Source: an optimization exercise on an open RTL-to-GDS flow (aim: small area). Production flows keep margins and buffers that such runs may drop.
Where RTL was checked, it was by simulation tests only, not by an equivalence proof against the original.
Power and IR drop assume default switching activity.

Setup of job 101:
==> flow/design.v (excerpt) <==
module tcomp (
    input  wire        clk,
    input  wire        rst,         
    input  wire        in_valid,
    output wire        in_ready,
    input  wire [19:0] raw,
    input  wire [15:0] t1,          
    input  wire [15:0] t2,          
    input  wire [7:0]  t3,          
    output reg         out_valid,
    output wire [15:0] temp,
    output wire        temp_ovf
);
==> module tcomp, before the edit <==
module tcomp (
    input  wire        clk,
    input  wire        rst,         
    input  wire        in_valid,
    output wire        in_ready,
    input  wire [19:0] raw,
    input  wire [15:0] t1,          
    input  wire [15:0] t2,          
    input  wire [7:0]  t3,          
    output reg         out_valid,
    output wire [15:0] temp,
    output wire        temp_ovf
);
    localparam [6:0] C_ACC = 7'd98;
    reg [6:0]  cnt;
    reg        sb;                  
    reg [16:0] A;
    reg [7:0]  B;
    reg [19:0] S;
    reg        d1, d2;              
    reg [1:0]  c5;                  
    assign in_ready = (cnt == C_ACC);
    wire   accept   = in_valid & in_ready;
    genvar gi;
    wire [15:0] hs;
    wire [16:0] hc;
    assign hc[0] = 1'b1;
    generate for (gi = 0; gi < 16; gi = gi + 1) begin : g_h
        wire tn = ~t1[gi];
        assign hs[gi]   = raw[gi+4] ^ tn ^ hc[gi];
        assign hc[gi+1] = (raw[gi+4] & tn) | (raw[gi+4] & hc[gi]) | (tn & hc[gi]);
    end endgenerate
    wire [16:0] h  = {~hc[16], hs};
    wire [17:0] v1 = {h, raw[3]};
    wire [31:0] W  = {14'd0, v1};
    wire [4:0]  widx = cnt[4:0] + 5'd2;
    wire flush   = (cnt < 7'd32);
    wire act     = (cnt >= 7'd32) & (cnt <= 7'd94);
    wire selT    = (cnt >= 7'd63);
    wire inv     = (cnt == 7'd48) | (cnt == 7'd80);
    wire m3first = (cnt == 7'd63);
    wire [17:0] X  = selT ? {{2{t2[15]}}, t2} : {h[16], h};
    wire        sg = sb & act;
    wire [17:0] pp = sg ? (X ^ {18{inv}}) : 18'd0;
    wire        cin = ((cnt == 7'd48) & sg) | ((cnt >= 7'd74) & S[0]);
    wire [17:0] aa  = {A[16], A[16:1], A[0] & ~m3first};
    wire [17:0] sum;
    wire [18:0] ca;
    assign ca[0] = cin;
    generate for (gi = 0; gi < 18; gi = gi + 1) begin : g_fa
        assign sum[gi]  = aa[gi] ^ pp[gi] ^ ca[gi];
        assign ca[gi+1] = (aa[gi] & pp[gi]) | (aa[gi] & ca[gi]) | (pp[gi] & ca[gi]);
    end endgenerate
    wire        e   = sum[0];
    wire        bsin = m3first ? A[0] : ((cnt >= 7'd44) & (cnt <= 7'd62) & e);
    wire        cinB = (cnt == 7'd60) & h[16];
    wire [8:0]  ab = {B[7], B};
    wire [8:0]  pb = bsin ? {t3[7], t3} : 9'd0;
    wire [8:0]  sumB;
    wire [9:0]  cb;
    assign cb[0] = cinB;
    generate for (gi = 0; gi < 9; gi = gi + 1) begin : g_fb
        assign sumB[gi]  = ab[gi] ^ pb[gi] ^ cb[gi];
        assign cb[gi+1] = (ab[gi] & pb[gi]) | (ab[gi] & cb[gi]) | (pb[gi] & cb[gi]);
    end endgenerate
    wire        x    = (cnt >= 7'd74) & e;
    wire [2:0]  ys   = {2'b0, x} + {2'b0, d2} + {1'b0, c5} + {2'b0, (cnt == 7'd81)};
    always @(posedge clk) begin
        if (rst | ~in_valid | accept)
            cnt <= 7'd0;
        else
            cnt <= cnt + 7'd1;
        if (rst)
            out_valid <= 1'b0;
        else
            out_valid <= accept;
        sb <= W[widx];
        A  <= {sum[17] & ~flush, sum[16:1]};
        B  <= {sumB[8] & ~flush, sumB[7:1]};
        d1 <= x;
        d2 <= d1;
        c5 <= ys[2:1];
        S  <= {(cnt >= 7'd82) ? ys[0] : sumB[0], S[19:1]};
    end
    assign temp     = S[18:3];
    assign temp_ovf = S[19] ^ S[18];
endmodule
==> flow/config.mk <==
export PLATFORM = sky130hd
export DESIGN_NAME = tcomp
export DESIGN_NICKNAME = tcomp
export VERILOG_FILES = /design/flow/design.v
export SDC_FILE = /design/flow/constraint.sdc
export NUM_CORES = 4
export LEC_CHECK = 0
export CAP_MARGIN = 20
export CORE_MARGIN = 2
export CORE_UTILIZATION = 55
export SLEW_MARGIN = 20
==> flow/constraint.sdc <==
create_clock -name core_clock -period 20.0 [get_ports {clk}]
set_input_delay 4.0000 -clock core_clock [delete_from_list [all_inputs] [get_ports {clk}]]
set_output_delay 4.0000 -clock core_clock [all_outputs]
set_load 0.01 [all_outputs]
standard.sh (not shown) runs the stock make flow with config.mk's settings and CLKGATE_MAP_FILE= SYNTH_SCRIPT=/design/flow/synth_recipe.tcl, a recipe that flattens the netlist after the stock synthesis.
==> flow/flow/run.sh <==
#!/bin/bash
# The standard layout, with port buffers of the smallest buffer and a
# lighter clock tree (no dummy loads); all tool output goes to flow.log.
set -uo pipefail
bash standard.sh \
  'BUFFER_PORTS_ARGS=-buffer_cell sky130_fd_sc_hd__buf_1' \
  'CTS_ARGS=-sink_clustering_enable -repair_clock_nets -dont_use_dummy_load -buf_list sky130_fd_sc_hd__clkbuf_4 -sink_clustering_size 30 -sink_clustering_max_diameter 60' \
  RECOVER_POWER=100 \
  finish > flow.log 2>&1
#### Input delta (job 102 over job 101)
diff --git a/flow/design.v b/flow/design.v
--- a/flow/design.v
+++ b/flow/design.v
@@ -18,6 +18,5 @@
     reg [7:0]  B;
     reg [19:0] S;
-    reg        d1, d2;              
-    reg [1:0]  c5;                  
+    reg        seenI, seenO, seenV;   
     assign in_ready = (cnt == C_ACC);
     wire   accept   = in_valid & in_ready;
@@ -33,15 +32,17 @@
     wire [16:0] h  = {~hc[16], hs};
     wire [17:0] v1 = {h, raw[3]};
-    wire [31:0] W  = {14'd0, v1};
+    wire        sgn  = h[16];       
+    wire [31:0] W    = {{14{sgn}}, v1};
     wire [4:0]  widx = cnt[4:0] + 5'd2;
     wire flush   = (cnt < 7'd32);
     wire act     = (cnt >= 7'd32) & (cnt <= 7'd94);
     wire selT    = (cnt >= 7'd63);
-    wire inv     = (cnt == 7'd48) | (cnt == 7'd80);
     wire m3first = (cnt == 7'd63);
-    wire [17:0] X  = selT ? {{2{t2[15]}}, t2} : {h[16], h};
-    wire        sg = sb & act;
-    wire [17:0] pp = sg ? (X ^ {18{inv}}) : 18'd0;
-    wire        cin = ((cnt == 7'd48) & sg) | ((cnt >= 7'd74) & S[0]);
+    wire vphase  = (cnt >= 7'd74);
+    wire        sbm  = act & (sb ^ (sgn & seenI));
+    wire        vn   = S[0] ^ (sgn & seenV);
+    wire [17:0] X   = selT ? {{2{t2[15]}}, t2} : {h[16], h};
+    wire [17:0] pp  = sbm ? X : 18'd0;
+    wire        cin = ((cnt == 7'd64) & sgn) | (vphase & vn);
     wire [17:0] aa  = {A[16], A[16:1], A[0] & ~m3first};
     wire [17:0] sum;
@@ -53,8 +54,11 @@
     end endgenerate
     wire        e   = sum[0];
-    wire        bsin = m3first ? A[0] : ((cnt >= 7'd44) & (cnt <= 7'd62) & e);
-    wire        cinB = (cnt == 7'd60) & h[16];
+    wire        eo  = e ^ (sgn & seenO);
+    wire        ph5  = (cnt >= 7'd72);
+    wire        bsin = m3first ? (A[0] ^ sgn) : ((((cnt >= 7'd44) & (cnt <= 7'd62)) | vphase) & eo);
+    wire        cinB = ((cnt == 7'd74) & B[7]) | (cnt == 7'd81);
     wire [8:0]  ab = {B[7], B};
-    wire [8:0]  pb = bsin ? {t3[7], t3} : 9'd0;
+    wire [8:0]  xb = ph5 ? 9'd5 : {t3[7], t3};
+    wire [8:0]  pb = bsin ? xb : 9'd0;
     wire [8:0]  sumB;
     wire [9:0]  cb;
@@ -64,6 +68,5 @@
         assign cb[gi+1] = (ab[gi] & pb[gi]) | (ab[gi] & cb[gi]) | (pb[gi] & cb[gi]);
     end endgenerate
-    wire        x    = (cnt >= 7'd74) & e;
-    wire [2:0]  ys   = {2'b0, x} + {2'b0, d2} + {1'b0, c5} + {2'b0, (cnt == 7'd81)};
+    wire        hold = (cnt >= 7'd72) & (cnt <= 7'd81);
     always @(posedge clk) begin
         if (rst | ~in_valid | accept)
@@ -76,10 +79,10 @@
             out_valid <= accept;
         sb <= W[widx];
+        seenI <= ~flush & (cnt != 7'd62) & (seenI | sb);
+        seenO <= ~flush & (m3first ? e : (seenO | e));
+        seenV <= vphase & (seenV | S[0]);
         A  <= {sum[17] & ~flush, sum[16:1]};
         B  <= {sumB[8] & ~flush, sumB[7:1]};
-        d1 <= x;
-        d2 <= d1;
-        c5 <= ys[2:1];
-        S  <= {(cnt >= 7'd82) ? ys[0] : sumB[0], S[19:1]};
+        S  <= {hold ? S[19] : sumB[0], S[19:1]};
     end
     assign temp     = S[18:3];
Job 102 does worse than job 101 on placeable core region.
Measured against each other, job 101 and job 102 differ in instance area after placement, the higher figure coming from job 102.
Looking at synthesized cell count, job 102 sits above job 101.
B[6] as the capturing instance or port of the critical path was reported by job 101, and A[15] by job 102.
| clock group power | job 102 vs job 101 | better |
Job 101 → job 102: depth of the most critical reg-to-reg path now sits lower, sequential-to-total area share from yosys stat now sits lower, layout buffering overhead excluding clock cells went down, number of logic inverters in the finished layout decreased about 6%.
Diff job 101 -> job 102 | adder-cell share of the synthesized area | decrease of 1.7 points
Job 102 vs. job 101: reported leakage power went down 5.2%; largest net degree at the start of global routing went up 60%.
Higher non-filler instance count after layout was reported by job 102, not job 101.
Taking job 101 as the reference, in job 102 design area moved up; clock network fraction of total power closely matched the old numbers.
The RTL of job 102 was laid out without a check of its function.

[what the ideal ports hide]
How much do the figures lean on ideal ports? The routed layouts below were timed once more, with nothing changed but the port constraints. Step 1 (the two cells are an assumption about what drives the block):
set clk [get_ports {clk}]
set_driving_cell -lib_cell sky130_fd_sc_hd__clkbuf_16 $clk
set_driving_cell -lib_cell sky130_fd_sc_hd__buf_2 [delete_from_list [all_inputs] $clk]
Step 2, shift: input delay + t, output delay - t, t = (earliest + latest rising clock arrival at the registers) / 2. This alone moves slack from input paths to output paths. Slacks: ideal / step 1 / step 2; pairs: ideal / step 1.
| run | t (ns) | setup slack, ns | worst hold slack (ns) | worst setup path after step 2 | latest minus earliest clock arrival (ns) |
|---|---|---|---|---|---|
| job 101 | 0.404 | 8.136 / 8.141 / 7.736 | 0.317 / 0.317 / 0.317 | input to register | 0.038 / 0.037 |
| job 102 | 0.411 | 2.199 / 2.204 / 1.793 | 0.336 / 0.336 / 0.336 | input to register | 0.024 / 0.024 |
After both steps setup and hold are still met in every run listed. The setup slack of job 102, which loses most, moves by +0.005 ns with the drivers and by -0.406 ns with both steps.
